This is an optimization exercise on Yosys and OpenROAD, whose aim is small area, not a production implementation. In this exercise RTL edits were held to simulation tests only and were not proved equivalent to the original. No driver is modelled on the clock port, so clocking that relies on it looks cheaper here than on a real chip. No activity file was given, so power comes from the tool's default toggle rates.

== build 72 ==
// illum_rx
module illum_rx (
    input  wire        clk,
    input  wire        rst,               
    input  wire        in_valid,
    input  wire [7:0]  in_data,
    input  wire        in_long,           
    input  wire        in_check_framing,  
    output reg         out_valid,
    output reg         out_long,
    output reg  [2:0]  out_err,
    output reg  [7:0]  out_bcc,
    output reg  [6:0]  out_head,
    output reg  [15:0] out_cmd,
    output reg  [31:0] out_param,
    output reg  [2:0]  out_status,
    output reg         out_low_battery,
    output wire        out_d1_absent,
    output reg         out_d1_neg,
    output reg  [13:0] out_d1_mant,
    output wire [3:0]  out_d1_exp,
    output wire        out_d2_absent,
    output reg         out_d2_neg,
    output reg  [13:0] out_d2_mant,
    output wire [3:0]  out_d2_exp,
    output wire        out_d3_absent,
    output reg         out_d3_neg,
    output reg  [13:0] out_d3_mant,
    output wire [3:0]  out_d3_exp
);
Size in the first run: about 150 I/O pins.
Settings: LEC_CHECK=0, CAP_MARGIN=0, CORE_MARGIN=2, CORE_UTILIZATION=40, SLEW_MARGIN=0; clock period 10.0 ns.
standard.sh (not shown) runs the stock make flow with config.mk's settings and CLKGATE_MAP_FILE= SYNTH_SCRIPT=/design/flow/synth_recipe.tcl, a recipe that flattens the netlist after the stock synthesis.
==> flow/flow/run.sh <==
#!/bin/bash
# Layout flow:
#  1. the standard synthesis, unchanged (standard.sh synth).
#  2. Area resynthesis of the combinational logic only: the netlist's
#     combinational cells are read back as logic and remapped by ABC with an
#     area-oriented script; every register (and every adder cell) stays the
#     same instance, with the same name and cell type.
#  3. The standard ORFS layout of that netlist (standard.sh finish), with
#     buf_1 port buffers, a clkbuf_4 clock tree without dummy loads, and
#     flow/downsize.tcl before the placement repairs.
# Logs: synth.log, resynth.log and flow.log here; each ORFS step's own log
# stays in orfs/logs.
set -euo pipefail
cd "$(dirname "$0")/.."
WORK=$PWD
R=$WORK/orfs/results/$FLOW_PLATFORM/illum_rx/base
LIB=$FLOW_HOME/platforms/$FLOW_PLATFORM/lib/sky130_fd_sc_hd__tt_025C_1v80.lib
YOSYS=$FLOW_HOME/../tools/install/yosys/bin/yosys

export BUFFER_PORTS_ARGS="-buffer_cell sky130_fd_sc_hd__buf_1"
export CTS_ARGS="-sink_clustering_enable -repair_clock_nets -dont_use_dummy_load -buf_list sky130_fd_sc_hd__clkbuf_4"
export DOWNSIZE_MAX_FANOUT=6
export PRE_GLOBAL_PLACE_TCL="$WORK/flow/downsize.tcl"
export PRE_RESIZE_TCL="$WORK/flow/downsize.tcl"
export PRE_CTS_TCL="$WORK/flow/small_bufs.tcl"
export PRE_GLOBAL_ROUTE_TCL="$WORK/flow/small_bufs.tcl"

bash standard.sh synth > synth.log 2>&1

mkdir -p resynth
cp "$R/1_2_yosys.v" resynth/standard.v
python3 flow/mkmodels.py "$LIB" resynth/comb_models.v
printf '%s\n' "strash" "&get -n" "&deepsyn -T 30" "&put" "dch -f" "amap" "strash" "dch -f" "amap" "topo" > resynth/area.abc
DU=""
for c in $(cat flow/dont_use.txt); do DU="$DU -dont_use $c"; done
cat > resynth/resynth.ys <<EOY
read_liberty -lib $LIB
read_verilog -overwrite $WORK/resynth/comb_models.v
read_verilog $WORK/resynth/standard.v
hierarchy -top $FLOW_TOP
flatten
rename -hide w:*
delete t:\$scopeinfo
techmap
opt -purge
abc -liberty $LIB $DU -script $WORK/resynth/area.abc
opt_clean -purge
splitnets
opt_clean -purge
hilomap -singleton -hicell sky130_fd_sc_hd__conb_1 HI -locell sky130_fd_sc_hd__conb_1 LO
tee -o $WORK/resynth/stat.txt stat -liberty $LIB
write_verilog -noattr -noexpr -nohex -nodec $WORK/resynth/resynth.v
EOY
# Use the resynthesized netlist only if yosys finished, every cell is a
# library cell, and the registers are exactly the standard synthesis's.
if "$YOSYS" -s resynth/resynth.ys > resynth.log 2>&1 &&
   ! grep -qE '^ *\\?\$' resynth/resynth.v &&
   diff <(grep -oE 'sky130_fd_sc_hd__[a-z0-9_]*df[a-z0-9_]* +[^ ]+' resynth/standard.v | sort) \
        <(grep -oE 'sky130_fd_sc_hd__[a-z0-9_]*df[a-z0-9_]* +[^ ]+' resynth/resynth.v | sort) >> resynth.log
then
  echo "using the resynthesized netlist" >> resynth.log
  cp resynth/resynth.v "$R/1_2_yosys.v"
  rm -f "$R/1_synth.odb" "$R/1_synth.sdc"
else
  echo "resynthesis rejected; keeping the standard netlist" >> resynth.log
fi
bash standard.sh finish > flow.log 2>&1
==> flow/flow/downsize.tcl <==
# Before the placement-stage repair: give combinational cells the smallest
# drive of their family, and keep that repair to small buffers; it then
# sizes up or buffers only where slew, capacitance or fanout need it.
set max_fanout $::env(DOWNSIZE_MAX_FANOUT)
set lib_cells {}
foreach lc [get_lib_cells sky130_fd_sc_hd__*] { lappend lib_cells [get_name $lc] }
set dont_use $::env(DONT_USE_CELLS)
set n 0
foreach inst [[ord::get_db_block] getInsts] {
  set m [[$inst getMaster] getName]
  if {![regexp {^(sky130_fd_sc_hd__[a-z0-9]+)_([0-9]+)$} $m -> fam drive]} continue
  if {[string match "*df*" $fam] || [string match "*clk*" $fam] || [string match "*tap*" $fam] || [string match "*conb*" $fam]} continue
  set fo 0
  foreach it [$inst getITerms] {
    if {[$it isOutputSignal] && [$it getNet] ne "NULL"} { set fo [expr {$fo + [llength [[$it getNet] getITerms]] - 1}] }
  }
  if {$fo > $max_fanout} continue
  set best $m
  set best_area [[$inst getMaster] getWidth]
  foreach d {0 1 2} {
    set c ${fam}_$d
    if {[lsearch -exact $lib_cells $c] < 0 || [lsearch -exact $dont_use $c] >= 0} continue
    set mm [[ord::get_db] findMaster $c]
    if {$mm eq "NULL"} continue
    if {[$mm getWidth] < $best_area} { set best $c; set best_area [$mm getWidth] }
  }
  if {$best ne $m} {
    replace_cell [$inst getName] $best
    incr n
  }
}
puts "downsize: replaced $n cells"
set_dont_use [get_lib_cells {sky130_fd_sc_hd__bufbuf_8 sky130_fd_sc_hd__bufbuf_16 sky130_fd_sc_hd__buf_6 sky130_fd_sc_hd__buf_8 sky130_fd_sc_hd__buf_12 sky130_fd_sc_hd__buf_16}]
==> flow/flow/mkmodels.py <==
# Writes a Verilog model of every combinational cell of a liberty file, from
# its pins' function attributes: python3 mkmodels.py LIB OUT.v
# Sequential cells and the multi-output adder cells get no model, so they stay
# black boxes when the netlist is flattened.
import re,sys
lib=open(sys.argv[1]).read()
# split cells
out=[]
skip=[]
for m in re.finditer(r'\n\s*cell\s*\(\s*"?(sky130_fd_sc_hd__\w+)"?\s*\)\s*\{', lib):
    name=m.group(1)
    start=m.end()
    # find matching brace
    depth=1; i=start
    while depth:
        c=lib[i]
        if c=='{': depth+=1
        elif c=='}': depth-=1
        i+=1
    body=lib[start:i]
    if re.search(r'\b(ff|latch|statetable)\s*\(',body) or 'fa_' in name or name.endswith(('__ha_1','__ha_2','__ha_4')):
        skip.append(name); continue
    pins=[]
    for pm in re.finditer(r'\n\s*pin\s*\(\s*"?(\w+)"?\s*\)\s*\{',body):
        pn=pm.group(1); s=pm.end(); d=1; j=s
        while d:
            c=body[j]
            if c=='{': d+=1
            elif c=='}': d-=1
            j+=1
        pb=body[s:j]
        dr=re.search(r'direction\s*:\s*"?(\w+)"?',pb).group(1)
        fn=re.search(r'\bfunction\s*:\s*"([^"]*)"',pb)
        pins.append((pn,dr,fn.group(1) if fn else None))
    outs=[p for p in pins if p[1]=='output']
    ins=[p for p in pins if p[1]=='input']
    if not outs or any(p[2] is None for p in outs):
        skip.append(name); continue
    def conv(f):
        f=f.replace('!','~').replace('*','&').replace('+','|')
        # liberty implicit AND by space between operands e.g. "A B"
        f=re.sub(r'(?<=[\w)])\s+(?=[\w(~])',' & ',f)
        return f
    ports=", ".join([f"input {p[0]}" for p in ins]+[f"output {p[0]}" for p in outs])
    s=f"module {name}({ports});\n"
    for p in outs: s+=f"  assign {p[0]} = {conv(p[2])};\n"
    s+="endmodule\n"
    out.append(s)
open(sys.argv[2],'w').write("".join(out))
print(len(out),'models; skipped',len(skip))
==> flow/flow/small_bufs.tcl <==
# Keep later repairs to small buffers too.
set_dont_use [get_lib_cells {sky130_fd_sc_hd__bufbuf_8 sky130_fd_sc_hd__bufbuf_16 sky130_fd_sc_hd__buf_6 sky130_fd_sc_hd__buf_8 sky130_fd_sc_hd__buf_12 sky130_fd_sc_hd__buf_16}]
Other scripts of this flow, unchanged in this note and not shown: flow/flow/dont_use.txt
Build 72 finished all stages; the layout is clean.
Here is what was changed in the inputs of build 60 compared with build 72.
diff --git a/flow/flow/run.sh b/flow/flow/run.sh
--- a/flow/flow/run.sh
+++ b/flow/flow/run.sh
@@ -31,8 +31,13 @@
 cp "$R/1_2_yosys.v" resynth/standard.v
 python3 flow/mkmodels.py "$LIB" resynth/comb_models.v
-printf '%s\n' "strash" "&get -n" "&deepsyn -T 30" "&put" "dch -f" "amap" "strash" "dch -f" "amap" "topo" > resynth/area.abc
 DU=""
 for c in $(cat flow/dont_use.txt); do DU="$DU -dont_use $c"; done
-cat > resynth/resynth.ys <<EOY
+# Four resynthesis runs with different ABC seeds, in parallel; the smallest
+# one that passes the checks below is used.
+for k in 1 2 3 4; do
+  d=resynth/s$k
+  mkdir -p $d
+  printf '%s\n' "strash" "&get -n" "&deepsyn -S $k -T 30" "&put" "dch -f" "amap" "strash" "dch -f" "amap" "topo" > $d/area.abc
+  cat > $d/resynth.ys <<EOY
 read_liberty -lib $LIB
 read_verilog -overwrite $WORK/resynth/comb_models.v
@@ -44,21 +49,34 @@
 techmap
 opt -purge
-abc -liberty $LIB $DU -script $WORK/resynth/area.abc
+abc -liberty $LIB $DU -script $WORK/$d/area.abc
 opt_clean -purge
 splitnets
 opt_clean -purge
 hilomap -singleton -hicell sky130_fd_sc_hd__conb_1 HI -locell sky130_fd_sc_hd__conb_1 LO
-tee -o $WORK/resynth/stat.txt stat -liberty $LIB
-write_verilog -noattr -noexpr -nohex -nodec $WORK/resynth/resynth.v
+tee -o $WORK/$d/stat.txt stat -liberty $LIB
+write_verilog -noattr -noexpr -nohex -nodec $WORK/$d/resynth.v
 EOY
-# Use the resynthesized netlist only if yosys finished, every cell is a
-# library cell, and the registers are exactly the standard synthesis's.
-if "$YOSYS" -s resynth/resynth.ys > resynth.log 2>&1 &&
-   ! grep -qE '^ *\\?\$' resynth/resynth.v &&
-   diff <(grep -oE 'sky130_fd_sc_hd__[a-z0-9_]*df[a-z0-9_]* +[^ ]+' resynth/standard.v | sort) \
-        <(grep -oE 'sky130_fd_sc_hd__[a-z0-9_]*df[a-z0-9_]* +[^ ]+' resynth/resynth.v | sort) >> resynth.log
-then
-  echo "using the resynthesized netlist" >> resynth.log
-  cp resynth/resynth.v "$R/1_2_yosys.v"
+  ( "$YOSYS" -s $d/resynth.ys > resynth_s$k.log 2>&1 || true ) &
+done
+wait
+
+# A run counts only if yosys finished, every cell is a library cell, and the
+# registers are exactly the standard synthesis's.
+regs() { grep -oE 'sky130_fd_sc_hd__[a-z0-9_]*df[a-z0-9_]* +[^ ]+' "$1" | sort; }
+best=""; best_area=""
+for k in 1 2 3 4; do
+  d=resynth/s$k
+  [[ -s $d/resynth.v && -s $d/stat.txt ]] || continue
+  grep -qE '^ *\\?\$' $d/resynth.v && continue
+  diff <(regs resynth/standard.v) <(regs $d/resynth.v) > /dev/null || continue
+  a=$(grep 'Chip area' $d/stat.txt | awk '{print $NF}')
+  echo "seed $k: area $a" >> resynth.log
+  if [[ -z "$best" ]] || awk -v a="$a" -v b="$best_area" 'BEGIN { exit !(a < b) }'; then
+    best=$d; best_area=$a
+  fi
+done
+if [[ -n "$best" ]]; then
+  echo "using $best ($best_area)" >> resynth.log
+  cp $best/resynth.v "$R/1_2_yosys.v"
   rm -f "$R/1_synth.odb" "$R/1_synth.sdc"
 else
Findings:
Build 60 gives less final-layout fill cell count than build 72 did. Build 72 -> build 60: total power draw decreased slightly. The setup slack of build 60 is larger than that of build 72. Power per cell area (higher): build 72. Build 60 against build 72: combinational fraction of design power lost 0.2 points, number of well-tap cells placed stayed essentially flat, final critical path time including I/O delays and setup went down. On via count: build 60 sits above build 72. Build 60 against build 72: final design instance area without fill stayed essentially flat; worst slew margin relative to its limit went up 3.5 points. Build 72: PASS, flow complete, no timing, DRC or antenna violations. Build 60 did not stop at any stage, and its layout met the timing, DRC and antenna checks.
Input-level comparison between build 18 and build 60:
diff --git a/flow/flow/downsize.tcl b/flow/flow/downsize.tcl
--- a/flow/flow/downsize.tcl
+++ b/flow/flow/downsize.tcl
@@ -31,3 +31,3 @@
 }
 puts "downsize: replaced $n cells"
-set_dont_use [get_lib_cells {sky130_fd_sc_hd__bufbuf_8 sky130_fd_sc_hd__bufbuf_16 sky130_fd_sc_hd__buf_6 sky130_fd_sc_hd__buf_8 sky130_fd_sc_hd__buf_12 sky130_fd_sc_hd__buf_16}]
+source [file join [file dirname [info script]] small_bufs.tcl]
==> flow/flow/small_bufs.tcl <==
# Keep repairs to small cells: no buffers above buf_4, and no logic cell
# of drive 4 or more (a small buffer fixes a slow net for less area).
set big {}
foreach lc [get_lib_cells sky130_fd_sc_hd__*] {
  set n [get_name $lc]
  if {[string match "*clkbuf*" $n] || [string match "*clkinv*" $n] || [string match "*df*" $n]} continue
  if {[regexp {_(\d+)$} $n -> d] && $d >= 4 && ![string match "sky130_fd_sc_hd__buf_4" $n]} { lappend big $lc }
}
set_dont_use $big
--- outcome ---
- From build 60 to build 18 the numbers moved as follows: non-clock buffer count closely matched the old numbers; wire length on met1 now sits lower.
- Going from build 60 to build 18, sequential fraction of total cell area +0.20 points; count of flip-flops and latches ~0 delta.
- Compare build 18 and build 60 | number of vias after detailed routing lower: build 60
For build 79, these inputs were changed with respect to build 18:
diff --git a/flow/flow/run.sh b/flow/flow/run.sh
--- a/flow/flow/run.sh
+++ b/flow/flow/run.sh
@@ -4,10 +4,11 @@
 #  2. Area resynthesis of the combinational logic only: the netlist's
 #     combinational cells are read back as logic and remapped by ABC with an
-#     area-oriented script; every register (and every adder cell) stays the
-#     same instance, with the same name and cell type.
+#     area-oriented script (eight runs, the smallest result kept); every
+#     register stays the same instance, with the same name and cell type.
 #  3. The standard ORFS layout of that netlist (standard.sh finish), with
 #     buf_1 port buffers, a clkbuf_4 clock tree without dummy loads, and
-#     flow/downsize.tcl before the placement repairs.
-# Logs: synth.log, resynth.log and flow.log here; each ORFS step's own log
+#     flow/downsize.tcl before the placement repairs and flow/small_bufs.tcl
+#     before the later ones.
+# Logs: synth.log, resynth_s1..8.log, resynth.log and flow.log here; each ORFS step's own log
 # stays in orfs/logs.
 set -euo pipefail
@@ -31,15 +32,22 @@
 cp "$R/1_2_yosys.v" resynth/standard.v
 python3 flow/mkmodels.py "$LIB" resynth/comb_models.v
+# the same models plus the full adder, so that ABC may also restructure it
+cp resynth/comb_models.v resynth/comb_models_fa.v
+echo 'module sky130_fd_sc_hd__fa_1(input A, input B, input CIN, output COUT, output SUM); assign SUM = A ^ B ^ CIN; assign COUT = (A & B) | (A & CIN) | (B & CIN); endmodule' >> resynth/comb_models_fa.v
 DU=""
 for c in $(cat flow/dont_use.txt); do DU="$DU -dont_use $c"; done
-# Four resynthesis runs with different ABC seeds, in parallel; the smallest
-# one that passes the checks below is used.
-for k in 1 2 3 4; do
+# Eight resynthesis runs, four at a time: four ABC seeds, with the full
+# adder cells kept (runs 1-4) or read back as logic too (runs 5-8). The
+# smallest one that passes the checks below is used.
+for k in 1 2 3 4 5 6 7 8; do
   d=resynth/s$k
+  models=$WORK/resynth/comb_models.v
+  if [[ $k -gt 4 ]]; then models=$WORK/resynth/comb_models_fa.v; fi
+  seed=$(( (k - 1) % 4 + 1 ))
   mkdir -p $d
-  printf '%s\n' "strash" "&get -n" "&deepsyn -S $k -T 30" "&put" "dch -f" "amap" "strash" "dch -f" "amap" "topo" > $d/area.abc
+  printf '%s\n' "strash" "&get -n" "&deepsyn -S $seed -T 30" "&put" "dch -f" "amap" "strash" "dch -f" "amap" "topo" > $d/area.abc
   cat > $d/resynth.ys <<EOY
 read_liberty -lib $LIB
-read_verilog -overwrite $WORK/resynth/comb_models.v
+read_verilog -overwrite $models
 read_verilog $WORK/resynth/standard.v
 hierarchy -top $FLOW_TOP
@@ -58,4 +66,5 @@
 EOY
   ( "$YOSYS" -s $d/resynth.ys > resynth_s$k.log 2>&1 || true ) &
+  if [[ $k -eq 4 ]]; then wait; fi
 done
 wait
@@ -65,5 +74,5 @@
 regs() { grep -oE 'sky130_fd_sc_hd__[a-z0-9_]*df[a-z0-9_]* +[^ ]+' "$1" | sort; }
 best=""; best_area=""
-for k in 1 2 3 4; do
+for k in 1 2 3 4 5 6 7 8; do
   d=resynth/s$k
   [[ -s $d/resynth.v && -s $d/stat.txt ]] || continue
diff --git a/flow/flow/mkmodels.py b/flow/flow/mkmodels.py
--- a/flow/flow/mkmodels.py
+++ b/flow/flow/mkmodels.py
@@ -1,6 +1,6 @@
 # Writes a Verilog model of every combinational cell of a liberty file, from
 # its pins' function attributes: python3 mkmodels.py LIB OUT.v
-# Sequential cells and the multi-output adder cells get no model, so they stay
-# black boxes when the netlist is flattened.
+# Sequential cells and the full adders get no model, so they stay black boxes
+# when the netlist is flattened.
 import re,sys
 lib=open(sys.argv[1]).read()
@@ -19,5 +19,5 @@
         i+=1
     body=lib[start:i]
-    if re.search(r'\b(ff|latch|statetable)\s*\(',body) or 'fa_' in name or name.endswith(('__ha_1','__ha_2','__ha_4')):
+    if re.search(r'\b(ff|latch|statetable)\s*\(',body) or 'fa_' in name:
         skip.append(name); continue
     pins=[]
==> comparison <==
- Wire length reported by the detailed router across build 79 and build 18: no real change.
- From build 18 to build 79, final count of negative-setup-slack endpoints did not move at all.
- Total power: build 79 vs build 18 up 22%
- Sort build 79 and build 18 by maximum frequency from static timing analysis, ascending, and build 18 comes first.
- In build 79, combinational share of power is higher than in build 18.
#### Input delta (build 40 over build 79)
diff --git a/flow/flow/run.sh b/flow/flow/run.sh
--- a/flow/flow/run.sh
+++ b/flow/flow/run.sh
@@ -4,11 +4,12 @@
 #  2. Area resynthesis of the combinational logic only: the netlist's
 #     combinational cells are read back as logic and remapped by ABC with an
-#     area-oriented script (eight runs, the smallest result kept); every
-#     register stays the same instance, with the same name and cell type.
+#     area-oriented script (four ABC seeds, the smallest result kept);
+#     every register (and every full-adder cell) stays the same instance,
+#     with the same name and cell type.
 #  3. The standard ORFS layout of that netlist (standard.sh finish), with
 #     buf_1 port buffers, a clkbuf_4 clock tree without dummy loads, and
 #     flow/downsize.tcl before the placement repairs and flow/small_bufs.tcl
 #     before the later ones.
-# Logs: synth.log, resynth_s1..8.log, resynth.log and flow.log here; each ORFS step's own log
+# Logs: synth.log, resynth_s1..4.log, resynth.log and flow.log here; each ORFS step's own log
 # stays in orfs/logs.
 set -euo pipefail
@@ -32,22 +33,15 @@
 cp "$R/1_2_yosys.v" resynth/standard.v
 python3 flow/mkmodels.py "$LIB" resynth/comb_models.v
-# the same models plus the full adder, so that ABC may also restructure it
-cp resynth/comb_models.v resynth/comb_models_fa.v
-echo 'module sky130_fd_sc_hd__fa_1(input A, input B, input CIN, output COUT, output SUM); assign SUM = A ^ B ^ CIN; assign COUT = (A & B) | (A & CIN) | (B & CIN); endmodule' >> resynth/comb_models_fa.v
 DU=""
 for c in $(cat flow/dont_use.txt); do DU="$DU -dont_use $c"; done
-# Eight resynthesis runs, four at a time: four ABC seeds, with the full
-# adder cells kept (runs 1-4) or read back as logic too (runs 5-8). The
-# smallest one that passes the checks below is used.
-for k in 1 2 3 4 5 6 7 8; do
+# Four resynthesis runs with different ABC seeds, in parallel; the smallest
+# one that passes the checks below is used.
+for k in 1 2 3 4; do
   d=resynth/s$k
-  models=$WORK/resynth/comb_models.v
-  if [[ $k -gt 4 ]]; then models=$WORK/resynth/comb_models_fa.v; fi
-  seed=$(( (k - 1) % 4 + 1 ))
   mkdir -p $d
-  printf '%s\n' "strash" "&get -n" "&deepsyn -S $seed -T 30" "&put" "dch -f" "amap" "strash" "dch -f" "amap" "topo" > $d/area.abc
+  printf '%s\n' "strash" "&get -n" "&deepsyn -S $k -T 30" "&put" "dch -f" "amap" "strash" "dch -f" "amap" "topo" > $d/area.abc
   cat > $d/resynth.ys <<EOY
 read_liberty -lib $LIB
-read_verilog -overwrite $models
+read_verilog -overwrite $WORK/resynth/comb_models.v
 read_verilog $WORK/resynth/standard.v
 hierarchy -top $FLOW_TOP
@@ -66,5 +60,4 @@
 EOY
   ( "$YOSYS" -s $d/resynth.ys > resynth_s$k.log 2>&1 || true ) &
-  if [[ $k -eq 4 ]]; then wait; fi
 done
 wait
@@ -74,5 +67,5 @@
 regs() { grep -oE 'sky130_fd_sc_hd__[a-z0-9_]*df[a-z0-9_]* +[^ ]+' "$1" | sort; }
 best=""; best_area=""
-for k in 1 2 3 4 5 6 7 8; do
+for k in 1 2 3 4; do
   d=resynth/s$k
   [[ -s $d/resynth.v && -s $d/stat.txt ]] || continue
==> comparison <==
Combinational power for build 40: about 50% down relative to build 79. Pre-CTS worst setup slack, build 40 and build 79, higher one = build 79. Build 79 → build 40: worst-margin pin slew went up by 43 ps; met3 track demand over resource went down by 0.58 points; hold violation total from the final report was more or less identical; die area was more or less identical. STATUS timing-limited maximum frequency: build 40 loses against build 79. Build 40 finished all stages; the layout is clean. Of build 40 and build 79, build 79 shows the higher total wire length, with build 40 below it.

[what the ideal ports hide]
How much do the figures lean on ideal ports? The routed layouts below were timed once more, with nothing changed but the port constraints.
Step 1 sets driving cells, clkbuf_16 on the clock port and buf_2 on the other inputs (assumed; they add their load-dependent delay and slew).
Step 2 also shifts input and output timing later by t, the mid clock arrival at the registers, as if the neighbouring blocks saw the same clock.
Three values: ideal ports, drivers, drivers and shift; two values: the first two.
run	t, ns	slack for setup (ns)	worst hold slack (ns)
build 72	0.539	3.853 / 3.853 / 3.368	0.426 / 0.426 / 0.426
build 60	0.522	3.931 / 3.931 / 3.415	0.414 / 0.414 / 0.414
build 18	0.538	3.907 / 3.907 / 3.457	0.433 / 0.433 / 0.433
build 79	0.543	5.146 / 5.134 / 4.591	0.423 / 0.423 / 0.423
build 40	0.524	4.202 / 4.207 / 3.683	0.433 / 0.433 / 0.433
After both steps setup and hold are still met in every run listed. For build 79, which loses most, drivers alone change the setup slack by -0.012 ns; drivers and shift together by -0.555 ns.
